Context: an optimization exercise on an open-source flow, tuned for small area. The choices shown serve that exercise and are no tape-out recipe.
Function was checked by simulation only, so behaviour that the tests miss may differ from the original.
The flow treats the clock pin as an ideal source. Dropping or thinning the clock tree relies on that and would not hold on a real chip.
No activity file was given, so power comes from the tool's default toggle rates.

## dmqh
module dmqh (
    input  wire        clk,
    input  wire        rst,              
    input  wire        tick_valid,
    input  wire [31:0] tick_cmd,
    output reg         tick_resp_valid,
    output wire [31:0] tick_resp,
    input  wire        host_valid,
    input  wire [31:0] host_cmd,
    output reg         host_resp_valid,
    output wire [31:0] host_resp,
    output wire [11:0] digit_en,
    output wire [7:0]  seg,
    output wire        relay,
    output wire        evt_pending
);
clock: 10.0 ns
lec_check: 0
cap_margin: 0
core_margin: 2
core_utilization: 40
place_density: 0.6
slew_margin: 0
standard.sh (not shown) runs the stock make flow with config.mk's settings and CLKGATE_MAP_FILE= SYNTH_SCRIPT=/design/flow/synth_recipe.tcl, a recipe that flattens the netlist after the stock synthesis.
==> flow/flow/run.sh <==
#!/bin/bash
# The standard layout, with three changes:
#  - synthesis: the standard synthesis script, but with an area-oriented ABC
#    script and without extract_fa (registers are unchanged);
#  - the smallest buffer (buf_1) on the ports;
#  - a clock tree of smaller clock buffers and without dummy loads.
# Each step's output goes to ORFS's own logs under orfs/logs; make's output
# goes to flow.log.
set -euo pipefail
W=$(pwd)
export MY_ABC_SCRIPT=$W/flow/abc_area.script
export BUFFER_PORTS_ARGS="-buffer_cell sky130_fd_sc_hd__buf_1"
export CTS_ARGS="-sink_clustering_enable -repair_clock_nets -dont_use_dummy_load -buf_list {sky130_fd_sc_hd__clkbuf_4 sky130_fd_sc_hd__clkbuf_8}"
sed "s|SYNTH_SCRIPT=[^ ]*|SYNTH_SCRIPT=$W/flow/my_synth.tcl|" standard.sh > my_standard.sh
grep -q "SYNTH_SCRIPT=$W/flow/my_synth.tcl" my_standard.sh
bash my_standard.sh > flow.log 2>&1
==> flow/flow/abc_area.script <==
strash
&get -n
&deepsyn -T 60
&put
&get -n
&dch -f
&nf -a
&put
topo
==> flow/flow/my_synth.tcl <==
proc synth {args} { yosys synth -nofsm -noshare {*}$args }
proc extract_fa {args} { puts "extract_fa skipped" }
proc abc {args} {
  set i [lsearch -exact $args -script]
  if {$i >= 0} { lset args [expr {$i+1}] $::env(MY_ABC_SCRIPT) }
  yosys abc {*}$args
}
source $::env(SCRIPTS_DIR)/synth.tcl
# left out here: clear keep_hierarchy, flatten, clean up, hide names made inside functions, write 1_2_yosys.v
Rerun with:
==> flow/flow/abc_area.script (replaced) <==
strash
&get -n
&deepsyn -J 50
&put
&get -n
&dch -f
&nf -a
&put
topo
--- a/flow/flow/my_synth.tcl
+++ b/flow/flow/my_synth.tcl
@@ -5,2 +5,11 @@
-  if {$i >= 0} { lset args [expr {$i+1}] $::env(MY_ABC_SCRIPT) }
-  yosys abc {*}$args
+  if {$i < 0} { yosys abc {*}$args; return }
+  set main $args
+  lset main [expr {$i + 1}] $::env(MY_ABC_SCRIPT)
+  if {[info exists ::env(MY_MUX_MODULES)]} {
+    set mux $args
+    lset mux [expr {$i + 1}] $::env(MY_ABC_SCRIPT_MUX)
+    yosys abc {*}$mux {*}$::env(MY_MUX_MODULES)
+    yosys abc {*}$main $::env(DESIGN_NAME) {*}[expr {[info exists ::env(MY_MAIN_EXTRA)] ? $::env(MY_MAIN_EXTRA) : ""}]
+  } else {
+    yosys abc {*}$main
+  }
--- a/flow/config.mk
+++ b/flow/config.mk
@@ -8 +8 @@
-export CAP_MARGIN = 0
+export CAP_MARGIN = 10
@@ -10,0 +11 @@
+export GPL_TIMING_DRIVEN = 0
@@ -12 +13 @@
-export SLEW_MARGIN = 0
+export SLEW_MARGIN = 10
What happened: Combinational power goes up by a little under a tenth; cell count increases by a few percent; area after synthesis is unchanged; non-clock buffer count grows by 30; setup slack is worse by 0.17 ns; power is about the same; clock-buffer cell count is unchanged; utilization climbs by 1.4 points; clock power hardly moves; final area increases by a few percent; synthesized cell count does not change.
Rerun with:
--- a/flow/config.mk
+++ b/flow/config.mk
@@ -8 +8 @@
-export CAP_MARGIN = 10
+export CAP_MARGIN = 20
@@ -13 +13 @@
-export SLEW_MARGIN = 10
+export SLEW_MARGIN = 20
Clock skew goes down by 0.0043 ns.
Fmax goes down slightly.
Total power is about the same.
Via count goes down slightly.
Wire length goes down slightly.
Worst setup slack loses 0.042 ns.
Rerun with:
==> flow/flow/run.sh (replaced) <==
#!/bin/bash
# Standard layout, with the smallest buffer on the ports and a clock tree
# without dummy loads.
set -euo pipefail
export BUFFER_PORTS_ARGS="-buffer_cell sky130_fd_sc_hd__buf_1"
export CTS_ARGS="-sink_clustering_enable -repair_clock_nets -dont_use_dummy_load"
bash standard.sh > flow.log 2>&1
--- a/flow/config.mk
+++ b/flow/config.mk
@@ -11 +10,0 @@
-export GPL_TIMING_DRIVEN = 0
removed: flow/flow/abc_area.script
removed: flow/flow/my_synth.tcl
=> The changed run passed the timing, DRC and antenna checks. Flip-flop and latch count is unchanged. Setup slack is better by 1.1 ns. Final area climbs by 6.8%. Final cell count increases by 6.4%. Total power grows by 14%. Synthesized area grows by 11%. Critical path depth drops by 2. Wire length came out higher by 11%. Clock skew decreases by 0.0055 ns. Clock power rose by 47%. Worst hold slack improved by 0.040 ns.
Rerun with:
==> flow/flow/run.sh (replaced) <==
#!/bin/bash
# The standard layout, with three changes:
#  - synthesis: the standard synthesis script, but with an area-oriented ABC
#    script and without extract_fa (registers are unchanged);
#  - the smallest buffer (buf_1) on the ports;
#  - a clock tree of smaller clock buffers and without dummy loads.
# Each step's output goes to ORFS's own logs under orfs/logs; make's output
# goes to flow.log.
set -euo pipefail
W=$(pwd)
export MY_ABC_SCRIPT=$W/flow/abc_area.script
export BUFFER_PORTS_ARGS="-buffer_cell sky130_fd_sc_hd__buf_1"
export CTS_ARGS="-sink_clustering_enable -repair_clock_nets -dont_use_dummy_load -buf_list {sky130_fd_sc_hd__clkbuf_4 sky130_fd_sc_hd__clkbuf_8} -sink_clustering_size 40 -sink_clustering_max_diameter 100"
sed "s|SYNTH_SCRIPT=[^ ]*|SYNTH_SCRIPT=$W/flow/my_synth.tcl|" standard.sh > my_standard.sh
grep -q "SYNTH_SCRIPT=$W/flow/my_synth.tcl" my_standard.sh
bash my_standard.sh > flow.log 2>&1
==> flow/flow/abc_area.script (new file) <==
strash
&get -n
&deepsyn -T 60
&put
&get -n
&dch -f
&nf -a
&put
topo
==> flow/flow/my_synth.tcl (new file) <==
proc synth {args} { yosys synth -nofsm -noshare {*}$args }
proc extract_fa {args} { puts "extract_fa skipped" }
proc abc {args} {
  set i [lsearch -exact $args -script]
  if {$i >= 0} { lset args [expr {$i+1}] $::env(MY_ABC_SCRIPT) }
  yosys abc {*}$args
}
source $::env(SCRIPTS_DIR)/synth.tcl
# left out here: clear keep_hierarchy, flatten, clean up, hide names made inside functions, write 1_2_yosys.v
--- a/flow/config.mk
+++ b/flow/config.mk
@@ -8 +8 @@
-export CAP_MARGIN = 20
+export CAP_MARGIN = 0
@@ -10,0 +11 @@
+export GPL_TIMING_DRIVEN = 0
@@ -12 +13 @@
-export SLEW_MARGIN = 20
+export SLEW_MARGIN = 0
Result: This time the run reached the layout checks and failed them: capacitance limit, slew limit. Count of clock-buffer cells in the layout does not change. Total power drops by 12%. Cell count decreases by 6.3%.

Starting RTL as in the previous note.
==> flow/config.mk <==
export PLATFORM = sky130hd
export DESIGN_NAME = dmqh
export DESIGN_NICKNAME = dmqh
export VERILOG_FILES = /design/flow/design.v
export SDC_FILE = /design/flow/constraint.sdc
export NUM_CORES = 4
export LEC_CHECK = 0
export CAP_MARGIN = 10
export CORE_MARGIN = 2
export CORE_UTILIZATION = 40
export GPL_TIMING_DRIVEN = 0
export PLACE_DENSITY = 0.6
export SLEW_MARGIN = 10
==> flow/constraint.sdc <==
create_clock -name core_clock -period 10.0 [get_ports {clk}]
set_input_delay 2.0000 -clock core_clock [delete_from_list [all_inputs] [get_ports {clk}]]
set_output_delay 2.0000 -clock core_clock [all_outputs]
set_load 0.01 [all_outputs]
==> flow/flow/run.sh <==
#!/bin/bash
# The standard layout, with these changes:
#  - synthesis: the standard synthesis script, but with an area-oriented ABC
#    script and without extract_fa (the registers are the same);
#  - the smallest buffer (buf_1) on the ports;
#  - a hand-built two-level clock tree (flow/manual_cts.tcl): one root
#    buffer driving one leaf buffer per k-means cluster of flip-flops, with
#    the fewest leaves whose estimated clock-pin slew is at most 105 ps.
# make's output goes to flow.log; each step's full log is under orfs/logs.
set -euo pipefail
W=$(pwd)
export MY_ABC_SCRIPT=$W/flow/abc_area.script
export BUFFER_PORTS_ARGS="-buffer_cell sky130_fd_sc_hd__buf_1"
export PRE_CTS_TCL=$W/flow/manual_cts.tcl
export MY_CTS_MIN_LEAVES=9
export MY_CTS_LEAVES=13
export MY_CTS_SLEW_TARGET=0.105
export MY_CTS_LEAF_CELL=sky130_fd_sc_hd__clkbuf_8
export MY_CTS_ROOT_CELL=sky130_fd_sc_hd__clkbuf_4
export MY_CTS_SLACK=0
sed "s|SYNTH_SCRIPT=[^ ]*|SYNTH_SCRIPT=$W/flow/my_synth.tcl REMOVE_ABC_BUFFERS=1|" standard.sh > my_standard.sh
grep -q "SYNTH_SCRIPT=$W/flow/my_synth.tcl" my_standard.sh
bash my_standard.sh > flow.log 2>&1
==> flow/flow/abc_area.script <==
strash
&get -n
&deepsyn -J 50
&put
&get -n
&dch -f
&nf -a -R 1000
&st
&dch -f
&nf -a -R 1000
&put
topo
==> flow/flow/manual_cts.tcl <==
# Clock tree built by hand in place of TritonCTS's H-tree: the flip-flops
# are split into clusters by k-means on their placement, each cluster is
# driven by one leaf clock buffer at its centroid, and one root buffer at
# the centroid of the leaves drives the leaves from the clock port.
proc manual_clock_tree {n_leaves leaf_cell root_cell} {
  set db [ord::get_db]
  set block [ord::get_db_block]
  set clk_net [$block findNet clk]
  set leaf_master [$db findMaster $leaf_cell]
  set root_master [$db findMaster $root_cell]
  set sinks {}
  set xs {}
  set ys {}
  foreach it [$clk_net getITerms] {
    set inst [$it getInst]
    set loc [$inst getLocation]
    set m [$inst getMaster]
    lappend sinks $it
    lappend xs [expr {[lindex $loc 0] + [$m getWidth] / 2}]
    lappend ys [expr {[lindex $loc 1] + [$m getHeight] / 2}]
  }
  set n [llength $sinks]
  # k-means, seeded with sinks spread along the sorted x order
  set order [lsort -integer -indices $xs]
  set cx {}
  set cy {}
  for {set k 0} {$k < $n_leaves} {incr k} {
    set i [lindex $order [expr {int(($k + 0.5) * $n / $n_leaves)}]]
    lappend cx [lindex $xs $i]
    lappend cy [lindex $ys $i]
  }
  # k-means with a cap on the sinks per cluster: each round assigns the
  # (sink, cluster) pairs in order of distance, skipping full clusters
  set cap [expr {($n + $n_leaves - 1) / $n_leaves + $::env(MY_CTS_SLACK)}]
  for {set iter 0} {$iter < 30} {incr iter} {
    set pairs {}
    for {set i 0} {$i < $n} {incr i} {
      for {set k 0} {$k < $n_leaves} {incr k} {
        lappend pairs [list [expr {abs([lindex $xs $i] - [lindex $cx $k]) + abs([lindex $ys $i] - [lindex $cy $k])}] $i $k]
      }
    }
    set pairs [lsort -real -index 0 $pairs]
    set assign [lrepeat $n -1]
    set count [lrepeat $n_leaves 0]
    foreach p $pairs {
      lassign $p d i k
      if {[lindex $assign $i] >= 0} { continue }
      if {[lindex $count $k] >= $cap} { continue }
      lset assign $i $k
      lset count $k [expr {[lindex $count $k] + 1}]
    }
    set ncx {}
    set ncy {}
    for {set k 0} {$k < $n_leaves} {incr k} {
      set sx 0.0; set sy 0.0; set c 0
      for {set i 0} {$i < $n} {incr i} {
        if {[lindex $assign $i] == $k} {
          set sx [expr {$sx + [lindex $xs $i]}]
          set sy [expr {$sy + [lindex $ys $i]}]
          incr c
        }
      }
      if {$c > 0} {
        lappend ncx [expr {int($sx / $c)}]
        lappend ncy [expr {int($sy / $c)}]
      } else {
        lappend ncx [lindex $cx $k]
        lappend ncy [lindex $cy $k]
      }
    }
    set cx $ncx
    set cy $ncy
  }
  # root buffer and its net
  set root_net [odb::dbNet_create $block "clknet_root"]
  $root_net setSigType CLOCK
  set root [odb::dbInst_create $block $root_master "clkbuf_root"]
  set ::mcts_insts [list $root]
  set ::mcts_nets [list $root_net]
  set ::mcts_sinks $sinks
  [$root findITerm A] connect $clk_net
  [$root findITerm X] connect $root_net
  set rx 0.0; set ry 0.0; set used 0
  for {set k 0} {$k < $n_leaves} {incr k} {
    set members {}
    for {set i 0} {$i < $n} {incr i} {
      if {[lindex $assign $i] == $k} { lappend members [lindex $sinks $i] }
    }
    if {[llength $members] == 0} { continue }
    set net [odb::dbNet_create $block "clknet_leaf_$k"]
    $net setSigType CLOCK
    set buf [odb::dbInst_create $block $leaf_master "clkbuf_leaf_$k"]
    lappend ::mcts_insts $buf
    lappend ::mcts_nets $net
    [$buf findITerm A] connect $root_net
    [$buf findITerm X] connect $net
    foreach it $members {
      $it disconnect
      $it connect $net
    }
    $buf setLocation [lindex $cx $k] [lindex $cy $k]
    $buf setPlacementStatus PLACED
    set rx [expr {$rx + [lindex $cx $k]}]
    set ry [expr {$ry + [lindex $cy $k]}]
    incr used
    puts "manual CTS: leaf $k drives [llength $members] sinks"
  }
  $root setLocation [expr {int($rx / $used)}] [expr {int($ry / $used)}]
  $root setPlacementStatus PLACED
  global_connect
  puts "manual CTS: 1 root $root_cell, $used leaves $leaf_cell"
}

# Undo manual_clock_tree: the sinks go back on the clock net.
proc undo_manual_clock_tree {} {
  set block [ord::get_db_block]
  set clk_net [$block findNet clk]
  foreach it $::mcts_sinks {
    $it disconnect
    $it connect $clk_net
  }
  foreach inst $::mcts_insts { odb::dbInst_destroy $inst }
  foreach net $::mcts_nets { odb::dbNet_destroy $net }
}

# Worst slew at a flip-flop clock pin, from placement parasitics.
proc worst_clock_pin_slew {} {
  estimate_parasitics -placement
  set worst 0
  foreach p [get_pins -hierarchical */CLK] {
    set s [get_property $p slew_max]
    if {$s > $worst} { set worst $s }
  }
  return $worst
}

# Used as ORFS's PRE_CTS_TCL hook: the CTS step's clock_tree_synthesis call
# builds the tree above instead, with the fewest leaf buffers (from
# MY_CTS_MIN_LEAVES up) whose estimated clock-pin slew is at most
# MY_CTS_SLEW_TARGET (in the library's time unit); MY_CTS_LEAVES is the
# fallback.
proc clock_tree_synthesis {args} {
  set_propagated_clock [all_clocks]
  for {set n $::env(MY_CTS_MIN_LEAVES)} {$n < $::env(MY_CTS_LEAVES)} {incr n} {
    manual_clock_tree $n $::env(MY_CTS_LEAF_CELL) $::env(MY_CTS_ROOT_CELL)
    set w [worst_clock_pin_slew]
    puts "manual CTS: $n leaves, worst clock-pin slew $w"
    if {$w <= $::env(MY_CTS_SLEW_TARGET)} { return }
    undo_manual_clock_tree
  }
  manual_clock_tree $::env(MY_CTS_LEAVES) $::env(MY_CTS_LEAF_CELL) $::env(MY_CTS_ROOT_CELL)
  puts "manual CTS: $::env(MY_CTS_LEAVES) leaves, worst clock-pin slew [worst_clock_pin_slew]"
}
Other scripts of this flow, unchanged in this note and not shown: flow/flow/my_synth.tcl
==> next run, changes <==
--- a/flow/flow/run.sh
+++ b/flow/flow/run.sh
@@ -7,2 +7 @@
-#    buffer driving one leaf buffer per k-means cluster of flip-flops, with
-#    the fewest leaves whose estimated clock-pin slew is at most 105 ps.
+#    buffer driving one leaf buffer per k-means cluster of flip-flops.
@@ -15,3 +14 @@
-export MY_CTS_MIN_LEAVES=9
-export MY_CTS_LEAVES=13
-export MY_CTS_SLEW_TARGET=0.105
+export MY_CTS_LEAVES=12
@@ -19,2 +16,2 @@
-export MY_CTS_ROOT_CELL=sky130_fd_sc_hd__clkbuf_4
-export MY_CTS_SLACK=0
+export MY_CTS_ROOT_CELL=sky130_fd_sc_hd__clkbuf_8
+export MY_CTS_SLACK=1
--- a/flow/flow/manual_cts.tcl
+++ b/flow/flow/manual_cts.tcl
@@ -78,3 +77,0 @@
-  set ::mcts_insts [list $root]
-  set ::mcts_nets [list $root_net]
-  set ::mcts_sinks $sinks
@@ -93,2 +89,0 @@
-    lappend ::mcts_insts $buf
-    lappend ::mcts_nets $net
@@ -114,10 +109,5 @@
-# Undo manual_clock_tree: the sinks go back on the clock net.
-proc undo_manual_clock_tree {} {
-  set block [ord::get_db_block]
-  set clk_net [$block findNet clk]
-  foreach it $::mcts_sinks {
-    $it disconnect
-    $it connect $clk_net
-  }
-  foreach inst $::mcts_insts { odb::dbInst_destroy $inst }
-  foreach net $::mcts_nets { odb::dbNet_destroy $net }
+# Used as ORFS's PRE_CTS_TCL hook: the CTS step's clock_tree_synthesis call
+# builds the tree above instead.
+proc clock_tree_synthesis {args} {
+  manual_clock_tree $::env(MY_CTS_LEAVES) $::env(MY_CTS_LEAF_CELL) $::env(MY_CTS_ROOT_CELL)
+  set_propagated_clock [all_clocks]
@@ -125,29 +114,0 @@
-
-# Worst slew at a flip-flop clock pin, from placement parasitics.
-proc worst_clock_pin_slew {} {
-  estimate_parasitics -placement
-  set worst 0
-  foreach p [get_pins -hierarchical */CLK] {
-    set s [get_property $p slew_max]
-    if {$s > $worst} { set worst $s }
-  }
-  return $worst
-}
-
-# Used as ORFS's PRE_CTS_TCL hook: the CTS step's clock_tree_synthesis call
-# builds the tree above instead, with the fewest leaf buffers (from
-# MY_CTS_MIN_LEAVES up) whose estimated clock-pin slew is at most
-# MY_CTS_SLEW_TARGET (in the library's time unit); MY_CTS_LEAVES is the
-# fallback.
-proc clock_tree_synthesis {args} {
-  set_propagated_clock [all_clocks]
-  for {set n $::env(MY_CTS_MIN_LEAVES)} {$n < $::env(MY_CTS_LEAVES)} {incr n} {
-    manual_clock_tree $n $::env(MY_CTS_LEAF_CELL) $::env(MY_CTS_ROOT_CELL)
-    set w [worst_clock_pin_slew]
-    puts "manual CTS: $n leaves, worst clock-pin slew $w"
-    if {$w <= $::env(MY_CTS_SLEW_TARGET)} { return }
-    undo_manual_clock_tree
-  }
-  manual_clock_tree $::env(MY_CTS_LEAVES) $::env(MY_CTS_LEAF_CELL) $::env(MY_CTS_ROOT_CELL)
-  puts "manual CTS: $::env(MY_CTS_LEAVES) leaves, worst clock-pin slew [worst_clock_pin_slew]"
-}
CAP_MARGIN = 0   (was 10)
GPL_TIMING_DRIVEN = not set   (was 0)
SLEW_MARGIN = 0   (was 10)
Worst setup slack improved by 0.36 ns.
Critical path depth stays the same.
Sequential power grows by about 2%.
Register-to-register slack gets worse by 0.16 ns.
Hold slack is about the same.
Clock skew climbs by 0.0093 ns.
First-iteration DRC count came out lower by 4.8%.
==> next run, changes <==
--- a/flow/flow/run.sh
+++ b/flow/flow/run.sh
@@ -17,2 +17 @@
-export MY_CTS_SLACK=1
-sed "s|SYNTH_SCRIPT=[^ ]*|SYNTH_SCRIPT=$W/flow/my_synth.tcl REMOVE_ABC_BUFFERS=1|" standard.sh > my_standard.sh
+sed "s|SYNTH_SCRIPT=[^ ]*|SYNTH_SCRIPT=$W/flow/my_synth.tcl|" standard.sh > my_standard.sh
==> flow/flow/abc_area.script (replaced) <==
strash
&get -n
&deepsyn -J 50
&put
&get -n
&dch -f
&nf -a
&put
topo
--- a/flow/flow/manual_cts.tcl
+++ b/flow/flow/manual_cts.tcl
@@ -32,5 +32,2 @@
-  # k-means with a cap on the sinks per cluster: each round assigns the
-  # (sink, cluster) pairs in order of distance, skipping full clusters
-  set cap [expr {($n + $n_leaves - 1) / $n_leaves + $::env(MY_CTS_SLACK)}]
-  for {set iter 0} {$iter < 30} {incr iter} {
-    set pairs {}
+  for {set iter 0} {$iter < 50} {incr iter} {
+    set assign {}
@@ -37,0 +35,2 @@
+      set best 0
+      set bd 1e30
@@ -39 +38,2 @@
-        lappend pairs [list [expr {abs([lindex $xs $i] - [lindex $cx $k]) + abs([lindex $ys $i] - [lindex $cy $k])}] $i $k]
+        set d [expr {abs([lindex $xs $i] - [lindex $cx $k]) + abs([lindex $ys $i] - [lindex $cy $k])}]
+        if {$d < $bd} { set bd $d; set best $k }
@@ -41,10 +41 @@
-    }
-    set pairs [lsort -real -index 0 $pairs]
-    set assign [lrepeat $n -1]
-    set count [lrepeat $n_leaves 0]
-    foreach p $pairs {
-      lassign $p d i k
-      if {[lindex $assign $i] >= 0} { continue }
-      if {[lindex $count $k] >= $cap} { continue }
-      lset assign $i $k
-      lset count $k [expr {[lindex $count $k] + 1}]
+      lappend assign $best
CORE_UTILIZATION = 60   (was 40)
PLACE_DENSITY = 0.75   (was 0.6)
First-iteration DRC count came out higher by 22%.
Hold slack is worse by 0.0044 ns.
Sequential share of layout area came out higher by 0.30 points.
Global-route usage came out higher by 11 points.
==> next run, changes <==
--- a/flow/flow/run.sh
+++ b/flow/flow/run.sh
@@ -17 +17 @@
-sed "s|SYNTH_SCRIPT=[^ ]*|SYNTH_SCRIPT=$W/flow/my_synth.tcl|" standard.sh > my_standard.sh
+sed -e "s|SYNTH_SCRIPT=[^ ]*|SYNTH_SCRIPT=$W/flow/my_synth.tcl MATCH_CELL_FOOTPRINT=0|" standard.sh > my_standard.sh
==> flow/flow/abc_area.script (replaced) <==
strash
&get -n
&deepsyn -J 50
&put
&get -n
&dch -f
&nf -a -R 1000
&st
&dch -f
&nf -a -R 1000
&put
topo
CORE_UTILIZATION = 40   (was 60)
PLACE_DENSITY = 0.6   (was 0.75)
The new run finished clean.
Setup slack gets worse by 0.89 ns.
Clock power climbs by about 2%.
Flip-flop and latch count stays the same.
Global-route usage drops by 10 points.
Final area climbs by 0.65%.
Clock skew drops by 0.0034 ns.
Via count drops by 2.3%.
==> next run, changes <==
--- a/flow/flow/run.sh
+++ b/flow/flow/run.sh
@@ -17 +17 @@
-sed -e "s|SYNTH_SCRIPT=[^ ]*|SYNTH_SCRIPT=$W/flow/my_synth.tcl MATCH_CELL_FOOTPRINT=0|" standard.sh > my_standard.sh
+sed "s|SYNTH_SCRIPT=[^ ]*|SYNTH_SCRIPT=$W/flow/my_synth.tcl|" standard.sh > my_standard.sh
Area after synthesis is unchanged.
Hold slack stays the same.
Power does not change.
Combinational power hardly moves.
Flip-flop and latch count does not change.
Worst setup slack does not change.
Routed wire length stays the same.
Die area is unchanged.
Maximum frequency stays the same.
No run of this note takes its clock network from TritonCTS; it comes from the design's own scripts or RTL.

==> afterwards: timing with drivers on the ports <==
No port has a modelled driver above. Below, the same layouts with a new extraction and two added sets of constraints.
Step 1 (the two cells are an assumption about what drives the block):
set clk [get_ports {clk}]
set_driving_cell -lib_cell sky130_fd_sc_hd__clkbuf_16 $clk
set_driving_cell -lib_cell sky130_fd_sc_hd__buf_2 [delete_from_list [all_inputs] $clk]
Step 2 times the ports against the registers' clock, not the clock port: input delays grow and output delays shrink by t, the midpoint of the rising clock arrivals with the driver on.
Slacks: ideal / step 1 / step 2; pairs: ideal / step 1.
run	shift t [ns]	setup slack, ns	slew at the worst register clock pin (ns)
the first run of note 1	0.484	4.144 / 4.154 / 3.670	0.09 / 0.09
the second run of note 1	0.495	3.975 / 3.989 / 3.494	0.09 / 0.09
the third run of note 1	0.498	3.933 / 3.945 / 3.447	0.10 / 0.10
the fourth run of note 1	0.464	5.018 / 5.039 / 4.576	0.07 / 0.07
the fifth run of note 1	0.495	3.912 / 3.922 / 3.427	0.09 / 0.09
the first run of note 2	0.629	2.951 / 2.969 / 2.340	0.10 / 0.10
the second run of note 2	0.496	3.308 / 3.325 / 2.829	0.11 / 0.11
the third run of note 2	0.485	4.078 / 4.087 / 3.602	0.12 / 0.12
the fourth run of note 2	0.488	3.188 / 3.204 / 2.716	0.12 / 0.12
the fifth run of note 2	0.488	3.188 / 3.204 / 2.716	0.12 / 0.12
The setup slack of the first run of note 2, which loses most, moves by +0.018 ns with the drivers and by -0.611 ns with both steps.
